This design comes from an exercise in tuning for small area, a short achievable clock period and few clock cycles on the open sky130 flow, not from production work.
Only simulation tests tie the RTL to the original design; equivalence was not proved.
Power is estimated from default activity; no workload was simulated.

// rbsm_matcher
module rbsm_matcher #(
    parameter PAT_MAX = 8,     
    parameter N_SLOT  = 11     
) (
    input  wire        clk,
    input  wire        rst,           
    input  wire        pl_clr,        
    input  wire        pl_push,       
    input  wire [3:0]  pl_slot,
    input  wire [7:0]  pl_byte,
    input  wire        cmd_wait,
    input  wire        cmd_mok,
    input  wire        cmd_merr,
    input  wire        cmd_clr,
    input  wire [31:0] cmd_timeout,
    input  wire        ms_tick,
    input  wire        rx_valid,
    input  wire [7:0]  rx_byte,
    output wire        rx_ready,
    output wire        busy,
    output reg         done,
    output reg  [2:0]  outcome,
    output wire        urc_valid,
    output reg  [2:0]  urc_index,
    input  wire        urc_done
);
Size in the first run: roughly 880 flip-flops, roughly 73 I/O pins.
==> flow/config.mk <==
export PLATFORM = sky130hd
export DESIGN_NAME = rbsm_matcher
export DESIGN_NICKNAME = rbsm_matcher
export VERILOG_FILES = /design/flow/design.v
export SDC_FILE = /design/flow/constraint.sdc
export NUM_CORES = 4
export LEC_CHECK = 0
export CAP_MARGIN = 20
export CORE_MARGIN = 2
export CORE_UTILIZATION = 40
export CTS_CLUSTER_DIAMETER = 100
export CTS_CLUSTER_SIZE = 24
export PLACE_DENSITY = 0.55
export SETUP_SLACK_MARGIN = 5
export SLEW_MARGIN = 20
==> flow/constraint.sdc <==
create_clock -name core_clock -period 8.0 [get_ports {clk}]
set_input_delay 1.6000 -clock core_clock [delete_from_list [all_inputs] [get_ports {clk}]]
set_output_delay 1.6000 -clock core_clock [all_outputs]
set_load 0.01 [all_outputs]
standard.sh (not shown) runs the stock make flow with config.mk's settings and CLKGATE_MAP_FILE= SYNTH_SCRIPT=/design/flow/synth_recipe.tcl, a recipe that flattens the netlist after the stock synthesis.
==> flow/flow/run.sh <==
#!/bin/bash
set -euo pipefail
bash standard.sh SETUP_SLACK_MARGIN=5.4 finish > standard_flow.log 2>&1
The starting point completed with no timing, DRC or antenna violations.
Testbench counts at the start, summed over its fixed seeds: cycles 21,841.
Rerun with:
==> flow/flow/run.sh (replaced) <==
#!/bin/bash
set -euo pipefail
bash standard.sh SETUP_SLACK_MARGIN=5.4 RECOVER_POWER=100 finish > standard_flow.log 2>&1
Outcome: Now the flow reached the layout checks and failed them: capacitance limit, slew limit; utilization falls by 1.3 points; power falls by 0.61%; global-route usage stays the same; sequential power stays flat; register-to-register slack got worse by 1.7 ns; design area falls by 2.7%; die area is unchanged; clock power is about the same; critical path depth falls by 2; routed wire length barely changes; first-iteration DRC count rises by 2.6%.
Rerun with:
==> flow/run.sh (new file) <==
#!/bin/bash
# synth_recipe.tcl (not shown) runs the flow's synth.tcl, then flattens the netlist and writes it again
# the make line also repeats each setting of config.mk as NAME=value (left out here)
make -C /OpenROAD-flow-scripts/flow DESIGN_CONFIG=/design/flow/config.mk WORK_HOME=/design/flow/orfs CLKGATE_MAP_FILE= SYNTH_SCRIPT=/design/flow/synth_recipe.tcl finish
CAP_MARGIN = 0   (was 20)
SLEW_MARGIN = 0   (was 20)
removed: flow/flow/run.sh
removed: flow/standard.sh
After rerunning:
- Now the flow finished clean
- worst hold slack gets worse by 0.0036 ns
- clock skew decreases by 0.0095 ns
- cell area came out lower slightly
- register-to-register slack improves by 1.6 ns
Rerun with:
CAP_MARGIN = 20   (was 0)
CORE_UTILIZATION = 30   (was 40)
CTS_CLUSTER_DIAMETER = default   (was 100)
CTS_CLUSTER_SIZE = default   (was 24)
PLACE_DENSITY = 0.45   (was 0.55)
SLEW_MARGIN = 20   (was 0)
After rerunning:
- setup slack gains 0.036 ns
- critical path depth is unchanged
- synthesized area is unchanged
- final area came out higher by a few percent
- sequential power stays flat
- combinational power increases by a few percent
- non-clock buffer count climbs by 26
Rerun with:
CORE_UTILIZATION = 40   (was 30)
CTS_CLUSTER_DIAMETER = 100   (was default)
CTS_CLUSTER_SIZE = 24   (was default)
PLACE_DENSITY = 0.55   (was 0.45)
Result:
- maximum frequency shrinks by about 1.7%
- global-route usage grows by 2.9 points
- hold slack got worse by 0.0082 ns
- total power goes down by 21%
- cell count falls by 12%
- clock power drops by 47%
- routed wire length goes down by about 13%
- die area fell by 25%

* * *

## quartz
The RTL this note starts from:
==> flow/design.v <==
module rbsm_matcher #(
    parameter PAT_MAX = 8,     
    parameter N_SLOT  = 11     
) (
    input  wire        clk,
    input  wire        rst,           
    input  wire        pl_clr,        
    input  wire        pl_push,       
    input  wire [3:0]  pl_slot,
    input  wire [7:0]  pl_byte,
    input  wire        cmd_wait,
    input  wire        cmd_mok,
    input  wire        cmd_merr,
    input  wire        cmd_clr,
    input  wire [31:0] cmd_timeout,
    input  wire        ms_tick,
    input  wire        rx_valid,
    input  wire [7:0]  rx_byte,
    output wire        rx_ready,
    output wire        busy,
    output reg         done,
    output reg  [2:0]  outcome,
    output wire        urc_valid,
    output reg  [2:0]  urc_index,
    input  wire        urc_done
);
    localparam LW = $clog2(PAT_MAX + 1);
    localparam HN = PAT_MAX - 1;           
    localparam [2:0] O_OK      = 3'd1,
                     O_ERROR   = 3'd2,
                     O_TIMEOUT = 3'd3,
                     O_MATCH1  = 3'd4;
    reg        busy_r, scan_r, urc_r, rep_r;
    reg [2:0]  rcnt;
    reg        mok, merr;
    reg [31:0] remain;
    reg        dirty;                      
    assign busy      = busy_r;
    assign rx_ready  = scan_r;
    assign urc_valid = urc_r;
    wire take   = rx_valid && scan_r;
    wire accept = !busy_r && cmd_wait;
    reg [8*PAT_MAX-1:0] pat [0:N_SLOT-1];
    reg [LW-1:0]        len [0:N_SLOT-1];
    reg       ld_clr, ld_push;
    reg [3:0] ld_slot;
    reg [7:0] ld_byte;
    always @(posedge clk) begin
        ld_clr  <= pl_clr && !rst;
        ld_push <= pl_push && !pl_clr && !rst;
        ld_slot <= pl_slot;
        ld_byte <= pl_byte;
    end
    reg [N_SLOT-1:0] len_is1;
    integer s;
    always @(*) begin
        for (s = 0; s < N_SLOT; s = s + 1)
            len_is1[s] = ((ld_clr || ld_push) && ld_slot == s) ? (ld_push && len[s] == 0)
                                                               : (len[s] == 1);
    end
    always @(posedge clk) begin
        for (s = 0; s < N_SLOT; s = s + 1) begin
            if (rst || (ld_clr && ld_slot == s))
                len[s] <= {LW{1'b0}};
            else if (ld_push && ld_slot == s && len[s] != PAT_MAX)
                len[s] <= len[s] + 1'b1;
            if (ld_push && ld_slot == s && len[s] != PAT_MAX)
                pat[s] <= {pat[s][8*PAT_MAX-9:0], ld_byte};
        end
    end
    reg [8*HN-1:0] hist;
    reg [HN-1:0]   hval;
    wire [7:0] nbyte = rep_r ? hist[8*HN-1 -: 8] : rx_byte;
    wire clr_hist = (accept && cmd_clr) || (urc_r && urc_done);
    wire clr_pre  = clr_hist || (accept && dirty && !hval[0]);
    wire replay   = accept && !cmd_clr && dirty && hval[0];
    wire rep_end  = rep_r && rcnt == HN - 1;
    reg [N_SLOT-1:0] pre_a, pre_r, pre_a_n, pre_r_n;
    wire [N_SLOT-1:0] pre = pre_a & pre_r;
    reg              ok_k;
    integer i, k;
    always @(*) begin
        for (i = 0; i < N_SLOT; i = i + 1) begin
            pre_a_n[i] = (len[i] == 1) || (nbyte == pat[i][15:8]);
            ok_k = (len[i] != 0);
            for (k = 2; k < PAT_MAX; k = k + 1)
                if (k < len[i] && !(hval[k-2] && hist[8*(k-2) +: 8] == pat[i][8*k +: 8]))
                    ok_k = 1'b0;
            pre_r_n[i] = ok_k;
        end
    end
    reg pre_ok, pre_err;
    wire pre_ok_n  = (nbyte == 8'h0D) && hval[1] && (hist[15:0] == {"O", "K"});
    wire pre_err_n = (nbyte == 8'h0D) && hval[4] &&
                     (hist[39:0] == {"E", "R", "R", "O", "R"});
    always @(posedge clk) begin
        if (take || rep_r) begin
            pre_a   <= pre_a_n;
            pre_r   <= pre_r_n;
            pre_ok  <= pre_ok_n;
            pre_err <= pre_err_n;
        end else if (clr_pre) begin
            pre_a   <= {N_SLOT{1'b1}};
            pre_r   <= len_is1;
            pre_ok  <= 1'b0;
            pre_err <= 1'b0;
        end
    end
    always @(posedge clk) begin
        if (rst || clr_hist)
            hval <= {HN{1'b0}};
        else if (rep_r)
            hval <= {hval[HN-2:0], hval[HN-1]};
        else if (take)
            hval <= {hval[HN-2:0], 1'b1};
    end
    always @(posedge clk) begin
        if (take || rep_r)
            hist <= {hist[8*HN-9:0], nbyte};
        if (replay)
            rcnt <= 3'd0;
        else if (rep_r)
            rcnt <= rcnt + 1'b1;
    end
    always @(posedge clk) begin
        if (rst || pl_clr || pl_push)
            dirty <= 1'b1;
        else if (clr_pre || rep_end)
            dirty <= 1'b0;
    end
    reg [N_SLOT-1:0] hit;
    integer j;
    always @(*) begin
        for (j = 0; j < N_SLOT; j = j + 1)
            hit[j] = pre[j] && (rx_byte == pat[j][7:0]);
    end
    wire lf     = (rx_byte == 8'h0A);
    wire hit_ok = mok && pre_ok && lf;
    wire hit_er = merr && pre_err && lf;
    wire       urc_any = |hit[7:0];
    wire       out_any = |hit[10:8] || hit_ok || hit_er;
    reg  [2:0] arb_idx, arb_outcome;
    integer u;
    always @(*) begin
        arb_idx = 3'd0;
        for (u = 7; u >= 0; u = u - 1)
            if (hit[u]) arb_idx = u[2:0];
        if (hit[8])       arb_outcome = O_MATCH1;
        else if (hit[9])  arb_outcome = O_MATCH1 + 3'd1;
        else if (hit[10]) arb_outcome = O_MATCH1 + 3'd2;
        else if (hit_ok)  arb_outcome = O_OK;
        else              arb_outcome = O_ERROR;
    end
    wire remain_zero = (remain == 32'd0);
    wire finish = scan_r && (rx_valid ? (out_any && !urc_any) : remain_zero);
    always @(posedge clk) begin
        if (rst) begin
            busy_r <= 1'b0;
            scan_r <= 1'b0;
            urc_r  <= 1'b0;
            rep_r  <= 1'b0;
            done   <= 1'b0;
        end else begin
            done  <= finish;
            if (!busy_r) begin
                busy_r <= cmd_wait;
                scan_r <= cmd_wait && !replay;
                rep_r  <= replay;
            end else if (rep_r) begin
                scan_r <= rep_end;
                rep_r  <= !rep_end;
            end else if (urc_r) begin
                if (urc_done) begin
                    urc_r  <= 1'b0;
                    scan_r <= 1'b1;
                end
            end else begin
                if (take && urc_any) begin
                    scan_r <= 1'b0;
                    urc_r  <= 1'b1;
                end
                if (finish) begin
                    scan_r <= 1'b0;
                    busy_r <= 1'b0;
                end
            end
        end
    end
    always @(posedge clk) begin
        if (accept) begin
            mok    <= cmd_mok;
            merr   <= cmd_merr;
            remain <= cmd_timeout;
        end else if (busy_r && ms_tick && !remain_zero) begin
            remain <= remain - 1'b1;
        end
        outcome <= rx_valid ? arb_outcome : O_TIMEOUT;
        if (scan_r)
            urc_index <= arb_idx;
    end
endmodule
Settings: LEC_CHECK=0, CAP_MARGIN=0, CORE_MARGIN=2, CORE_UTILIZATION=50, CTS_CLUSTER_DIAMETER=80, CTS_CLUSTER_SIZE=24, PLACE_DENSITY=0.62, SETUP_SLACK_MARGIN=5, SLEW_MARGIN=0; clock period 8.0 ns.
run.sh (not shown) runs the stock make flow with config.mk's settings and CLKGATE_MAP_FILE= SYNTH_SCRIPT=/design/flow/synth_recipe.tcl, a recipe that flattens the netlist after the stock synthesis.
Stock flow here: none of the scripts above is used.
Having completed the whole flow, quartz delivered a layout that passed the timing, DRC and antenna checks.
Testbench counts of quartz, summed over its fixed seeds: cycles 21,841.
--- input diff quartz..nickel ---
- swapping 0.62 for 0.6 in PLACE_DENSITY
- swapping 24 for 26 in CTS_CLUSTER_SIZE
- swapping 50 for 45 in CORE_UTILIZATION
==> flow/flow/run.sh (new file) <==
#!/bin/bash
set -euo pipefail
bash standard.sh SETUP_SLACK_MARGIN=5.8 finish > standard_flow.log 2>&1
==> flow/standard.sh (new file) <==
#!/bin/bash
# synth_recipe.tcl (not shown) runs the flow's synth.tcl, then flattens the netlist and writes it again
# the make line also repeats each setting of config.mk as NAME=value (left out here)
make -C /OpenROAD-flow-scripts/flow DESIGN_CONFIG=/design/flow/config.mk WORK_HOME=/design/flow/orfs CLKGATE_MAP_FILE= SYNTH_SCRIPT=/design/flow/synth_recipe.tcl "${@:-finish}"
removed: flow/run.sh
==> comparison <==
Number of buffers added by the clock tree synthesis step went down by a few percent going from quartz to nickel.
Cmp nickel vs quartz: fraction of cell area in non-clock buffers higher in nickel
Taking quartz as the reference, in nickel post-detailed-route DRC marker count level; die area moved up.
Compared with quartz, in nickel global-route usage -0.67 points, detailed-route vias per instance -0.17.
Compared with quartz, in nickel final design instance area without fill went up 0.0041 mm2, proportion of power drawn by combinational gates went up 2.4 points.
Diff nickel..quartz | flip-flop and latch count | unchanged
[nickel] power after layout rose about 1.9% relative to quartz
In nickel relative to quartz, core area had gone up by more than 10%.
The inputs of willow differ from those of nickel as listed below.
==> flow/run.sh (new file) <==
#!/bin/bash
# synth_recipe.tcl (not shown) runs the flow's synth.tcl, then flattens the netlist and writes it again
# the make line also repeats each setting of config.mk as NAME=value (left out here)
make -C /OpenROAD-flow-scripts/flow DESIGN_CONFIG=/design/flow/config.mk WORK_HOME=/design/flow/orfs CLKGATE_MAP_FILE= SYNTH_SCRIPT=/design/flow/synth_recipe.tcl finish
removed: flow/flow/run.sh
removed: flow/standard.sh
==> comparison <==
- STATUS maximum clock rate: willow loses against nickel
- What nickel reported for area of the multi-input gates has to be multiplied by 0.905 to get the figure for willow.
- Relative to nickel, the final worst setup slack of willow is lower by 0.17 ns.
Changes in violet relative to willow:
- CTS_CLUSTER_SIZE now 24, was 26
- PLACE_DENSITY now 0.62, was 0.6
- CORE_UTILIZATION now 50, was 45
==> flow/flow/run.sh (new file) <==
#!/bin/bash
set -euo pipefail
bash standard.sh SETUP_SLACK_MARGIN=5.3 finish > standard_flow.log 2>&1
==> flow/standard.sh (new file) <==
#!/bin/bash
# synth_recipe.tcl (not shown) runs the flow's synth.tcl, then flattens the netlist and writes it again
# the make line also repeats each setting of config.mk as NAME=value (left out here)
make -C /OpenROAD-flow-scripts/flow DESIGN_CONFIG=/design/flow/config.mk WORK_HOME=/design/flow/orfs CLKGATE_MAP_FILE= SYNTH_SCRIPT=/design/flow/synth_recipe.tcl "${@:-finish}"
removed: flow/run.sh
Findings:
Changes observed in violet relative to willow: hold slack held steady, combinational power higher, global-route usage grew by 3.0 points, final period demand of the worst path decreased 0.14 ns.
Between violet and willow, it is violet whose clock tree cell share of total cell area is higher, by 0.21 points.
For willow, the kind of critical path was in -> reg, unlike violet, where it was reg -> out.
Between willow and violet, worst setup slack is lower for willow, violet comes in above that.
Taking willow as the reference, in violet routed via count has increased, total power has increased.
Setup slack of the most critical reg-to-reg path: violet higher than willow
Compared to willow, violet has finished layout cell area about 2.7% higher.

-- afterwards: timing with drivers on the ports --
No port has a modelled driver above. Below, the same layouts with a new extraction and two added sets of constraints.
Step 1 sets driving cells, clkbuf_16 on the clock port and buf_2 on the other inputs (assumed; they add their load-dependent delay and slew).
Step 2 adds t to the input delays and takes it off the output delays; t is the mean of the earliest and latest rising clock arrival at the registers after step 1. Input paths then give back, and output paths get back, about the clock's delay inside the block.
Slacks: no drivers / after step 1 / after step 2; pairs: no drivers / after step 1.
| run | shift t [ns] | slack for setup (ns) | worst slew at a driven data input, ns |
|---|---|---|---|
| the first run of note 1 | 0.684 | 4.942 / 4.977 / 4.293 | 0.08 |
| the second run of note 1 | 0.684 | 3.085 / 3.133 / 2.448 | 0.08 |
| the third run of note 1 | 0.678 | 4.968 / 5.006 / 4.328 | 0.11 |
| the fourth run of note 1 | 0.724 | 5.005 / 4.963 / 4.307 | 0.13 |
| the fifth run of note 1 | 0.675 | 4.953 / 4.973 / 4.326 | 0.11 |
| quartz | 0.677 | 4.991 / 5.008 / 4.353 | 0.06 |
| nickel | 0.667 | 5.214 / 5.152 / 4.669 | 0.06 |
| willow | 0.672 | 5.047 / 4.993 / 4.399 | 0.05 |
| violet | 0.690 | 5.188 / 5.120 / 4.591 | 0.04 |
The setup slack of the fourth run of note 1, which loses most, moves by -0.042 ns with the drivers and by -0.698 ns with both steps.
